Source: an optimization exercise on an open RTL-to-GDS flow (aim: small area, a short achievable clock period and few clock cycles per item). Production flows keep margins and buffers that such runs may drop.
Function was checked by simulation only, so behaviour that the tests miss may differ from the original.
No activity file was given, so power comes from the tool's default toggle rates.

## quartz
==> flow/design.v (excerpt) <==
module ewma_rtt_estimator (
    input  wire        clk,
    input  wire        rst,
    input  wire        cmd_valid,
    output wire        cmd_ready,
    input  wire [1:0]  cmd_op,
    input  wire [63:0] cmd_data,
    output reg         done,
    output reg  [63:0] est_rtt,
    output reg  [63:0] dev_rtt,
    output reg  [63:0] timeout_interval,
    output reg         rtt_valid
);
export LEC_CHECK = 0
export CAP_MARGIN = 20
export CORE_MARGIN = 2
export CORE_UTILIZATION = 40
export GPL_TIMING_DRIVEN = 0
export SLEW_MARGIN = 20
create_clock -name core_clock -period 18.0 [get_ports {clk}]
standard.sh (not shown) runs the stock make flow with config.mk's settings and CLKGATE_MAP_FILE= SYNTH_SCRIPT=/design/flow/synth_recipe.tcl, a recipe that flattens the netlist after the stock synthesis.
==> flow/flow/run.sh <==
#!/bin/bash
# The standard layout (standard synthesis and ORFS steps unchanged) with
# extra make settings from flow/settings.txt, one NAME=VALUE per line:
# timing repair aims for a setup slack margin, so it works towards a shorter
# achieved period at the design's clock period and constraints.
set -euo pipefail
args=()
while IFS= read -r line; do
  [[ -n "$line" && "$line" != \#* ]] && args+=("$line")
done < flow/settings.txt
bash standard.sh "${args[@]}" finish > standard_flow.log 2>&1
==> flow/flow/settings.txt <==
SETUP_SLACK_MARGIN=13.2
BUFFER_PORTS_ARGS=-buffer_cell sky130_fd_sc_hd__buf_1
CTS_ARGS=-sink_clustering_enable -repair_clock_nets -dont_use_dummy_load -sink_clustering_size 20 -sink_clustering_max_diameter 120
Testbench counts of quartz, summed over its fixed seeds: cycles 12,016, items 12,000.
Input changes introduced in harbor (baseline for comparison: quartz):
Settings: GPL_TIMING_DRIVEN no longer set, was 0.
Notes after the runs:
harbor and quartz all finish clean. Between quartz and harbor, the worst hold slack after final layout does not differ in any meaningful way. quartz reports its end of the critical path as timeout_interval[37] while harbor reports timeout_interval[30]. quartz has a higher signed area change from the synthesized netlist to the final layout than harbor. harbor: part of the power in the clock network 0.3 points above quartz. Between quartz and harbor, final period demand of the worst path decreased. First-iteration DRC count, harbor and quartz: smaller value in harbor.
Input-level comparison between yarrow and harbor:
Settings: CORE_UTILIZATION changed from 40 to 50.
==> flow/flow/settings.txt <==
SETUP_SLACK_MARGIN=13.2
BUFFER_PORTS_ARGS=-buffer_cell sky130_fd_sc_hd__buf_1
CTS_ARGS=-sink_clustering_enable -repair_clock_nets -dont_use_dummy_load -sink_clustering_size 16 -sink_clustering_max_diameter 100
Notes after the runs:
- Cmp yarrow and harbor / well tap count / lower: yarrow
- harbor → yarrow: die area decreased by about 20% relative to the old numbers, weighted congestion reported at the end of routability-driven placement now sits lower.
- Share of the clock period used by the worst path across yarrow and harbor: no real change.
- Per the comparison of yarrow with harbor, detailed-route wire length per cell increased about 6.4%, overall global routing resource usage moved up, clock buffer count went up, sum of met3 wire segment lengths after detailed routing went up.
- The via count reported for yarrow is higher than the one for harbor.
What nickel does differently from yarrow at the input level:
Settings: changing CORE_UTILIZATION from 50 to 40.
==> flow/flow/settings.txt <==
SETUP_SLACK_MARGIN=13.2
BUFFER_PORTS_ARGS=-buffer_cell sky130_fd_sc_hd__buf_1
CTS_ARGS=-sink_clustering_enable -repair_clock_nets -dont_use_dummy_load -root_buf sky130_fd_sc_hd__clkbuf_16 -buf_list sky130_fd_sc_hd__clkbuf_8
Results
- Changes observed in nickel relative to yarrow: number of buffers inserted during clock tree synthesis moved up, cell area moved up, number of non-filler instances in the completed layout moved up.
- timeout_interval[31] as the last element of the critical path was reported by yarrow, and timeout_interval[62] by nickel.
- The non-clock buffering overhead in the final layout of nickel falls short of that of yarrow by 0.18 points.
- nickel — wire length of the first global-routing pass about 0.8% lower, yarrow as reference
--- input diff nickel..violet ---
Settings: swapping 40 for 45 in CORE_UTILIZATION.
==> flow/flow/settings.txt <==
SETUP_SLACK_MARGIN=13.2
BUFFER_PORTS_ARGS=-buffer_cell sky130_fd_sc_hd__buf_1
CTS_ARGS=-sink_clustering_enable -repair_clock_nets -dont_use_dummy_load -sink_clustering_size 16 -sink_clustering_max_diameter 100
--- outcome ---
- Comparing nickel against violet, there is no change at all in adder-cell area share of the yosys netlist.
- [compare] base=nickel new=violet: post-layout total power shows a reduction of about 3.7%; number of endpoints failing setup at the final stage about even.
- violet ended up with dev_rtt[30] as its critical path endpoint; nickel ended up with timeout_interval[62].
- Changes observed in violet relative to nickel: number of routed nets with antenna violations flat, total net switching power lower, largest driver fanout on the critical path went up, die outline height went down by 5.6%.

* * *

The RTL this note starts from:
==> flow/design.v <==
module ewma_rtt_estimator (
    input  wire        clk,
    input  wire        rst,
    input  wire        cmd_valid,
    output wire        cmd_ready,
    input  wire [1:0]  cmd_op,
    input  wire [63:0] cmd_data,
    output reg         done,
    output reg  [63:0] est_rtt,
    output reg  [63:0] dev_rtt,
    output reg  [63:0] timeout_interval,
    output reg         rtt_valid
);
    localparam [1:0] OP_UPDATE   = 2'd0;
    localparam [1:0] OP_WRITE_TO = 2'd1;
    localparam [1:0] OP_RESET    = 2'd2;
    localparam [1:0] OP_NOP      = 2'd3;
    localparam [63:0] INIT_TIMEOUT = 64'h0000_0000_0001_0000;  
    assign cmd_ready = 1'b1;
    reg        rst_q;
    reg        c_valid;
    reg [1:0]  c_op;
    reg [63:0] c_data_n;   
    always @(posedge clk) begin
        rst_q   <= rst;
        c_valid <= cmd_valid && !rst;
        c_op    <= cmd_op;
        c_data_n <= ~cmd_data;
    end
    reg [63:0] a_est;      
    reg        a_vld;      
    wire [63:0] Sn = c_data_n;
    wire [63:0] S  = ~c_data_n;
    wire a_upd   = c_valid && (c_op == OP_UPDATE);
    wire a_wto   = c_valid && (c_op == OP_WRITE_TO);
    wire a_rcmd  = c_valid && (c_op == OP_RESET);
    wire a_first = a_upd && !a_vld;    
    wire [67:0] u0 = {1'b0, a_est, 3'b000};
    wire [67:0] u1 = {4'b1111, ~a_est};
    wire [67:0] u2 = {4'b0000, S};
    wire [67:0] su = u0 ^ u1 ^ u2;
    wire [67:0] cu = {((u0[66:0] & u1[66:0]) | (u0[66:0] & u2[66:0]) | (u1[66:0] & u2[66:0])), 1'b1};
    wire [3:0]  lo3 = {1'b0, su[2:0]} + {1'b0, cu[2:0]};
    wire        c3  = lo3[3];
    wire [63:0] est_new;
    pfx_add #(.W(64)) add_est (.a(su[66:3]), .b(cu[66:3]), .cin(c3), .s(est_new), .co());
    wire [64:0] d0 = {1'b1, Sn};
    wire [64:0] d1 = su[67:3];
    wire [64:0] d2 = cu[67:3];
    wire [64:0] sd = d0 ^ d1 ^ d2;
    wire [64:0] cd = {((d0[63:0] & d1[63:0]) | (d0[63:0] & d2[63:0]) | (d1[63:0] & d2[63:0])), c3};
    wire [64:0] fdiff;
    pfx_add #(.W(65)) add_diff (.a(sd), .b(cd), .cin(1'b0), .s(fdiff), .co());
    wire [64:0] nx = {1'b0, a_est ^ S};
    wire [64:0] ny = {a_est | Sn, 1'b0};
    wire        neg;
    carry_out #(.W(65)) cmp_neg (.a(nx), .b(ny), .co(neg));
    reg [63:0] b_mag;      
    reg        b_neg;
    reg        b_upd;      
    reg        b_load;     
    reg        b_dz;       
    reg        b_init;     
    reg        b_valid;
    always @(posedge clk) begin
        if (rst_q || a_rcmd) begin
            a_est <= 64'd0;
            a_vld <= 1'b0;
        end else if (a_upd) begin
            a_est <= a_vld ? est_new : S;
            a_vld <= 1'b1;
        end
        b_mag   <= (a_wto || a_first) ? S : (fdiff[63:0] ^ {64{~neg}});
        b_neg   <= neg;
        b_upd   <= a_upd && a_vld;
        b_load  <= a_wto || a_first;
        b_dz    <= a_first || a_rcmd;
        b_init  <= a_rcmd;
        b_valid <= c_valid && !rst;
    end
    wire [65:0] t0 = {1'b0, dev_rtt, 1'b0};
    wire [65:0] t1 = {2'b00, dev_rtt};
    wire [65:0] t2 = {2'b00, b_mag};
    wire [65:0] x  = t0 ^ t1 ^ t2;
    wire [65:0] y  = {((t0[64:0] & t1[64:0]) | (t0[64:0] & t2[64:0]) | (t1[64:0] & t2[64:0])), b_neg};
    wire        c2 = (x[1] & y[1]) | ((x[1] ^ y[1]) & x[0] & y[0]);
    wire [63:0] dev_new;
    pfx_add #(.W(64)) add_dev (.a(x[65:2]), .b(y[65:2]), .cin(c2), .s(dev_new), .co());
    wire [66:0] v0 = {3'b000, a_est};
    wire [66:0] v1 = {1'b0, x[65:2], 2'b00};
    wire [66:0] v2 = {1'b0, y[65:2], 2'b00};
    wire [66:0] sv = v0 ^ v1 ^ v2;
    wire [66:0] cv = {((v0[65:0] & v1[65:0]) | (v0[65:0] & v2[65:0]) | (v1[65:0] & v2[65:0])), 1'b0};
    wire [66:0] qv = {cv[66:3], c2, cv[1:0]};    
    wire [63:0] to_lo;
    wire        to_co;
    pfx_add #(.W(64)) add_to (.a(sv[63:0]), .b(qv[63:0]), .cin(1'b0), .s(to_lo), .co(to_co));
    wire        ovf = to_co | (|sv[66:64]) | (|qv[66:64]);
    always @(posedge clk) begin
        done      <= b_valid && !rst;
        est_rtt   <= a_est;
        rtt_valid <= a_vld;
        if (rst_q || b_dz)
            dev_rtt <= 64'd0;
        else if (b_upd)
            dev_rtt <= dev_new;
        if (rst_q || b_init)
            timeout_interval <= INIT_TIMEOUT;
        else if (b_load)
            timeout_interval <= b_mag;
        else if (b_upd)
            timeout_interval <= to_lo | {64{ovf}};
    end
endmodule
module pfx_add #(parameter W = 64) (
    input  wire [W-1:0] a,
    input  wire [W-1:0] b,
    input  wire         cin,
    output wire [W-1:0] s,
    output wire         co
);
    wire [W-1:0] p = a ^ b;
    reg  [W-1:0] g, t, ng, nt;
    integer i, l, d;
    always @* begin
        g = a & b;
        t = p;
        g[0] = g[0] | (p[0] & cin);
        for (l = 1; l < W; l = l * 2) begin
            ng = g; nt = t;
            for (i = 0; i < W; i = i + 1)
                if (((i / l) % 2) == 1) begin
                    d = (i / l) * l - 1;
                    ng[i] = g[i] | (t[i] & g[d]);
                    nt[i] = t[i] & t[d];
                end
            g = ng; t = nt;
        end
    end
    assign s  = p ^ {g[W-2:0], cin};
    assign co = g[W-1];
endmodule
module carry_out #(parameter W = 64) (
    input  wire [W-1:0] a,
    input  wire [W-1:0] b,
    output wire         co
);
    reg [W-1:0] g, t;
    integer i, l;
    always @* begin
        g = a & b;
        t = a | b;
        for (l = 1; l < W; l = l * 2)
            for (i = 2 * l - 1; i < W; i = i + 2 * l) begin
                g[i] = g[i] | (t[i] & g[i-l]);
                t[i] = t[i] & t[i-l];
            end
    end
    function automatic top_carry;
        input [W-1:0] gg, tt;
        integer k, pos, sz;
        reg c;
        begin
            c = 1'b0;
            pos = 0;
            for (k = 30; k >= 0; k = k - 1) begin
                sz = 1 << k;
                if ((W & sz) != 0) begin
                    c = gg[pos + sz - 1] | (tt[pos + sz - 1] & c);
                    pos = pos + sz;
                end
            end
            top_carry = c;
        end
    endfunction
    assign co = top_carry(g, t);
endmodule
==> flow/config.mk <==
export PLATFORM = sky130hd
export DESIGN_NAME = ewma_rtt_estimator
export DESIGN_NICKNAME = ewma_rtt_estimator
export VERILOG_FILES = /design/flow/design.v
export SDC_FILE = /design/flow/constraint.sdc
export NUM_CORES = 4
export LEC_CHECK = 0
export CAP_MARGIN = 20
export CORE_MARGIN = 2
export CORE_UTILIZATION = 40
export SLEW_MARGIN = 20
==> flow/constraint.sdc <==
create_clock -name core_clock -period 18.0 [get_ports {clk}]
set_input_delay 3.6000 -clock core_clock [delete_from_list [all_inputs] [get_ports {clk}]]
set_output_delay 3.6000 -clock core_clock [all_outputs]
set_load 0.01 [all_outputs]
==> flow/flow/settings.txt <==
SETUP_SLACK_MARGIN=13.2
BUFFER_PORTS_ARGS=-buffer_cell sky130_fd_sc_hd__buf_1
CTS_ARGS=-sink_clustering_enable -repair_clock_nets -dont_use_dummy_load -root_buf sky130_fd_sc_hd__clkbuf_16 -buf_list sky130_fd_sc_hd__clkbuf_4
Scripts as last shown in full above: flow/flow/run.sh
Testbench counts at the start, summed over its fixed seeds: cycles 12,016, items 12,000.
Rerun with:
==> flow/flow/settings.txt (replaced) <==
SETUP_SLACK_MARGIN=13.2
BUFFER_PORTS_ARGS=-buffer_cell sky130_fd_sc_hd__buf_1
CTS_ARGS=-sink_clustering_enable -repair_clock_nets -dont_use_dummy_load -sink_clustering_size 20 -sink_clustering_max_diameter 120
CORE_UTILIZATION = 47   (was 40)
The changed run finished with timing, DRC and antenna clean.
Via count grows slightly.
Die area drops by about a fifth.
Global-route usage grows by 4.6 points.
Rerun with:
==> flow/flow/settings.txt (replaced) <==
SETUP_SLACK_MARGIN=13.15
BUFFER_PORTS_ARGS=-buffer_cell sky130_fd_sc_hd__buf_1
CTS_ARGS=-sink_clustering_enable -repair_clock_nets -dont_use_dummy_load -sink_clustering_size 20 -sink_clustering_max_diameter 120
CORE_UTILIZATION = 40   (was 47)
Result: The changed run finished clean. Power fell by 1.1%. Die area grows by 17%. Sequential power barely changes. Routed wire length goes down by 2.1%.
Rerun with:
==> flow/flow/settings.txt (replaced) <==
SETUP_SLACK_MARGIN=13.2
BUFFER_PORTS_ARGS=-buffer_cell sky130_fd_sc_hd__buf_1
CTS_ARGS=-sink_clustering_enable -repair_clock_nets -dont_use_dummy_load -root_buf sky130_fd_sc_hd__clkbuf_16 -buf_list sky130_fd_sc_hd__clkbuf_8
PLACE_DENSITY = 0.7   (was unset)
What happened: Total power goes up by 6.0%. Wire length goes down by 1.6%. Cell count goes up by 0.82%. Via count goes up by 2.2%. Die area is unchanged. Maximum frequency goes up by 0.63%.
Rerun with:
==> flow/flow/settings.txt (replaced) <==
SETUP_SLACK_MARGIN=13.25
BUFFER_PORTS_ARGS=-buffer_cell sky130_fd_sc_hd__buf_1
CTS_ARGS=-sink_clustering_enable -repair_clock_nets -dont_use_dummy_load -sink_clustering_size 20 -sink_clustering_max_diameter 120
PLACE_DENSITY = unset   (was 0.7)
The changed run produced a clean layout.
Worst setup slack is better by 0.069 ns.
Worst hold slack is better by 0.041 ns.
First-iteration DRC count is lower by 4.8%.
Maximum frequency is higher by 1.5%.

* * *

Another version of the RTL of ewma_rtt_estimator (not shown whole).
export LEC_CHECK = 0
export CAP_MARGIN = 20
export CORE_MARGIN = 2
export CORE_UTILIZATION = 55
export PLACE_DENSITY = 0.7
export SLEW_MARGIN = 20
create_clock -name core_clock -period 18.0 [get_ports {clk}]
==> flow/flow/settings.txt <==
SETUP_SLACK_MARGIN=13
BUFFER_PORTS_ARGS=-buffer_cell sky130_fd_sc_hd__buf_1
Scripts as last shown in full above: flow/flow/run.sh
Testbench counts at the start, summed over its fixed seeds: cycles 12,016, items 12,000.
Next try:
==> flow/flow/settings.txt (replaced) <==
SETUP_SLACK_MARGIN=13.2
BUFFER_PORTS_ARGS=-buffer_cell sky130_fd_sc_hd__buf_1
CTS_ARGS=-sink_clustering_enable -repair_clock_nets -dont_use_dummy_load -root_buf sky130_fd_sc_hd__clkbuf_16 -buf_list sky130_fd_sc_hd__clkbuf_8
Settings changed: CORE_UTILIZATION 55 to 40, PLACE_DENSITY 0.7 to unset.
The new run went through all stages and came out clean. Synthesized area stays the same. Die area goes up by well over a third. Global-route usage shrinks by 8.7 points. Wire length grows slightly.
Next try:
==> flow/flow/settings.txt (replaced) <==
SETUP_SLACK_MARGIN=13
BUFFER_PORTS_ARGS=-buffer_cell sky130_fd_sc_hd__buf_2
Maximum frequency decreases by 3.3%.
Wire length hardly moves.
Global-route usage hardly moves.
Count of clock-buffer cells in the layout shrinks by 12.
Utilization goes up by 0.62 points.
Final area is higher by 1.4%.
Synthesized area does not change.
Hold slack improved by 0.0084 ns.
First-iteration DRC count goes up by 8.8%.
Next try:
==> flow/flow/settings.txt (replaced) <==
SETUP_SLACK_MARGIN=13.35
BUFFER_PORTS_ARGS=-buffer_cell sky130_fd_sc_hd__buf_1
CTS_ARGS=-sink_clustering_enable -repair_clock_nets -dont_use_dummy_load
Clock skew climbs by 0.026 ns.
Die area does not change.
Cell area goes up by 5.9%.
Clock power went down by about 20%.
Worst setup slack improves by 0.23 ns.
Combinational power rose by about 5%.
Synthesized area stays the same.

[separate check: timing with driven ports]
The flow's constraints put no driver on any port. The routed layouts listed below were extracted and timed again, unchanged, in two steps.
Step 1 (the two cells are an assumption about what drives the block):
set clk [get_ports {clk}]
set_driving_cell -lib_cell sky130_fd_sc_hd__clkbuf_16 $clk
set_driving_cell -lib_cell sky130_fd_sc_hd__buf_2 [delete_from_list [all_inputs] $clk]
Step 2 moves the port delays by t, midway between the first and last clock arrival at a register: inputs arrive t later, outputs are due t later. That takes back most of the time a late clock gives input paths.
Three values: ideal, step 1, step 2; two values: the first two.
| run | t (ns) | slack for setup (ns) | worst setup path after step 2 | worst slew at a driven data input, ns |
|---|---|---|---|---|
| quartz | 0.645 | 13.219 / 13.157 / 13.295 | register to register | 0.05 |
| harbor | 0.649 | 13.232 / 13.164 / 13.365 | register to register | 0.05 |
| yarrow | 0.657 | 13.209 / 13.147 / 13.328 | register to register | 0.06 |
| nickel | 0.621 | 13.236 / 13.170 / 13.326 | register to register | 0.05 |
| violet | 0.661 | 13.219 / 13.158 / 13.219 | register to register | 0.08 |
| the first run of note 2 | 0.644 | 13.232 / 13.165 / 13.315 | register to register | 0.05 |
| the second run of note 2 | 0.652 | 13.231 / 13.164 / 13.315 | register to register | 0.04 |
| the third run of note 2 | 0.653 | 13.177 / 13.108 / 13.287 | register to register | 0.05 |
| the fourth run of note 2 | 0.619 | 13.207 / 13.143 / 13.292 | register to register | 0.06 |
| the fifth run of note 2 | 0.650 | 13.277 / 13.212 / 13.388 | register to register | 0.05 |
| the first run of note 3 | 0.658 | 13.039 / 12.979 / 13.120 | register to register | 0.05 |
| the second run of note 3 | 0.620 | 13.237 / 13.177 / 13.331 | register to register | 0.05 |
| the third run of note 3 | 0.651 | 13.074 / 13.016 / 13.155 | register to register | 0.05 |
| the fourth run of note 3 | 0.647 | 13.302 / 13.242 / 13.374 | register to register | 0.05 |
After both steps every run listed still meets setup and hold.
